What follows belongs to an exercise in optimizing a design on an open flow for small area, a short achievable clock period and few clock cycles; a production flow would make more cautious choices.
The RTL was checked by simulation tests, not by an equivalence proof against the original design.
Power and IR drop assume default switching activity.

Setup of tundra:
// ulz_decomp
module ulz_decomp (
    input  wire        clk,
    input  wire        rst,         
    input  wire        start,       
    input  wire [15:0] in_len,      
    input  wire [15:0] out_cap,     
    output wire        ready,
    output reg         done,        
    output wire        ok,          
    output wire [15:0] result,      
    output wire        in_re,
    output wire [15:0] in_addr,
    input  wire [7:0]  in_rdata,
    output wire        out_we,
    output wire [15:0] out_waddr,
    output wire [7:0]  out_wdata,
    output wire        out_re,
    output wire [15:0] out_raddr,
    input  wire [7:0]  out_rdata
);
    localparam I_IDLE = 0;
    localparam I_INIT = 1;    
    localparam I_HRD  = 2;    
    localparam I_HW1  = 3;    
    localparam I_HW2  = 4;    
    localparam I_CAP  = 5;    
    localparam I_VC   = 6;    
    localparam I_C2   = 7;    
    localparam I_LIT  = 8;    
    localparam I_VA   = 9;    
    localparam I_VB   = 10;   
    localparam I_R1   = 11;   
    localparam I_REF  = 12;   
    localparam I_FIN  = 13;   
    localparam I_ESC  = 14;   
    localparam NS     = 15;
    reg [NS-1:0] st;
    reg          okr;
    wire s_idle = st[I_IDLE];
    wire s_init = st[I_INIT];
    wire s_hrd  = st[I_HRD];
    wire s_hw1  = st[I_HW1];
    wire s_hw2  = st[I_HW2];
    wire s_cap  = st[I_CAP];
    wire s_vc   = st[I_VC];
    wire s_c2   = st[I_C2];
    wire s_lit  = st[I_LIT];
    wire s_va   = st[I_VA];
    wire s_vb   = st[I_VB];
    wire s_r1   = st[I_R1];
    wire s_ref  = st[I_REF];
    wire s_fin  = st[I_FIN];
    wire s_esc  = st[I_ESC];
    reg [15:0] head;             
    reg [15:0] avail;            
    reg [15:0] fa;               
    reg [2:0]  cnt;
  ...
export LEC_CHECK = 0
export CAP_MARGIN = 20
export CORE_MARGIN = 2
export CORE_UTILIZATION = 60
export SETUP_SLACK_MARGIN = 5
export SLEW_MARGIN = 20
create_clock -name core_clock -period 10.0 [get_ports {clk}]
standard.sh (not shown) runs the stock make flow with config.mk's settings and CLKGATE_MAP_FILE= SYNTH_SCRIPT=/design/flow/synth_recipe.tcl, a recipe that flattens the netlist after the stock synthesis.
==> flow/flow/run.sh <==
#!/bin/bash
set -euo pipefail
sed -e 's/SETUP_SLACK_MARGIN=[0-9.]*/SETUP_SLACK_MARGIN=6.8/' standard.sh > standard_margin.sh
bash standard_margin.sh > standard_margin.log 2>&1
tundra did not stop at any stage, and its layout met the timing, DRC and antenna checks.
Testbench counts of tundra, summed over its fixed seeds: cycles 261,657.
The inputs of pepper differ from those of tundra as listed below.
- CTS_CLUSTER_DIAMETER newly set to 100
- CTS_CLUSTER_SIZE newly set to 22
-- flow/flow/run.sh --
<<< tundra, line 3
>>> pepper, line 3
export BUFFER_PORTS_ARGS="-buffer_cell sky130_fd_sc_hd__buf_2"
Results
- There was hardly any difference in fraction of the cycle the final worst path needs between pepper and tundra.
- pepper vs. tundra: first-pass GRT wire length now smaller, sequential power share picked up an extra 7.5 points, total internal power down 0.34 mW.
- tundra → pepper: routed wire length down about 3.6%; count of nets left with antenna violations after detail routing flat.
- | worst hold-check slack | higher: pepper |
- Going from tundra to pepper, area fraction of clock buffers and clock inverters shrinks by 2.5 points.
- pepper vs tundra: power down in pepper
- Non-clock buffer count is higher on tundra
- Comparing tundra and pepper, post-route worst setup slack is lower on pepper.
> inputs changed (pepper -> yarrow)
- PLACE_DENSITY newly set to 0.7
- CORE_UTILIZATION changed from 60 to 65
-- flow/flow/run.sh --
<<< pepper, line 3
export BUFFER_PORTS_ARGS="-buffer_cell sky130_fd_sc_hd__buf_2"
>>> yarrow, line 3
export BUFFER_PORTS_ARGS="-buffer_cell sky130_fd_sc_hd__buf_1"
[summary]
yarrow | stages: all done | timing, DRC, antenna: all pass. Going from pepper to yarrow, design area lost 320 um2, power share of the combinational group picked up an extra 0.4 points. Summary of the comparison: register share of total power is higher in yarrow, relative to pepper.
The following lists how zinc was set up differently from yarrow:
- PLACE_DENSITY no longer set, was 0.7
- CORE_UTILIZATION now 60, was 65
-- flow/flow/run.sh --
<<< yarrow, line 3
export BUFFER_PORTS_ARGS="-buffer_cell sky130_fd_sc_hd__buf_1"
>>> zinc, line 3
==> comparison <==
From yarrow to zinc the numbers moved as follows: routing usage on met1 -2.7 points, smallest setup slack after layout +9.7 ps, shortest clock period the worst path allows after layout -9.7 ps, maximum frequency +0.00096 GHz.
Comparing wire length of the first global-routing pass for yarrow and zinc, the smaller number came from yarrow.
Measured against each other, yarrow and zinc differ in fill cell instance count of the final layout, the lower figure coming from yarrow.
There was hardly any difference in distinct cell type count of the synthesized netlist between zinc and yarrow.
Post-detailed-route wirelength per cell: zinc vs yarrow up about 0.8%
The inputs of maple differ from those of zinc as listed below.
- CORE_UTILIZATION now 75, was 60
- CTS_CLUSTER_SIZE no longer set, was 22
- CTS_CLUSTER_DIAMETER no longer set, was 100
- zinc → maple: worst-case hold slack dropped 13 ps; worst path buffer plus inverter count climbed 1; delay contributed by the slowest stage of the critical path climbed 30 ps.
- maple ended up with sky130_fd_sc_hd__nor3_2 as its critical-path cell with the highest stage delay; zinc ended up with sky130_fd_sc_hd__edfxtp_1.
- Of zinc and maple, the run reporting the lower design area was zinc.
- maple vs zinc: fmax down in maple
Edits applied to the flow inputs when going from maple to quartz:
- PLACE_DENSITY now 0.7, previously not set
- CTS_CLUSTER_DIAMETER now 100, previously not set
- CORE_UTILIZATION now 65, was 75
- CTS_CLUSTER_SIZE now 22, previously not set
Results
Looking at the reports, quartz completed the entire flow and the layout it produced met the timing, DRC and antenna checks.
Going from maple to quartz, final hold slack has increased, least setup slack across all paths after layout went up 610 ps, share of power burned in combinational logic shows an increase of 2.0 points, portion of the layout cell area used by clock cells shrank by 2.7 points, insertion delay of the later-clocked pin in the worst-skew pair lower.
The capture point of the worst path comes out endp[9]$_DFFE_PP_ in one run and out_raddr[9] in the other, namely in maple and quartz respectively.
Diff quartz..maple | summed negative setup slack over all endpoints | unchanged

## separate check: timing with driven ports
How much do the figures lean on ideal ports? The routed layouts below were timed once more, with nothing changed but the port constraints.
Step 1 (the two cells are an assumption about what drives the block):
set clk [get_ports {clk}]
set_driving_cell -lib_cell sky130_fd_sc_hd__clkbuf_16 $clk
set_driving_cell -lib_cell sky130_fd_sc_hd__buf_2 [delete_from_list [all_inputs] $clk]
Step 2 times the ports against the registers' clock, not the clock port: input delays grow and output delays shrink by t, the midpoint of the rising clock arrivals with the driver on.
Three values: ideal ports, drivers, drivers and shift; two values: the first two.
run	t, ns	slack for setup (ns)	hold slack, ns
tundra	0.591	6.821 / 6.771 / 6.287	0.447 / 0.447 / 0.447
pepper	0.540	6.815 / 6.765 / 6.372	0.452 / 0.452 / 0.452
yarrow	0.538	6.819 / 6.785 / 6.459	0.450 / 0.450 / 0.450
zinc	0.536	6.829 / 6.779 / 6.447	0.458 / 0.458 / 0.458
maple	0.591	6.219 / 6.219 / 6.197	0.445 / 0.445 / 0.445
quartz	0.538	6.833 / 6.782 / 6.511	0.452 / 0.452 / 0.452
After both steps setup and hold are still met in every run listed. The setup slack of tundra, which loses most, moves by -0.050 ns with the drivers and by -0.534 ns with both steps.
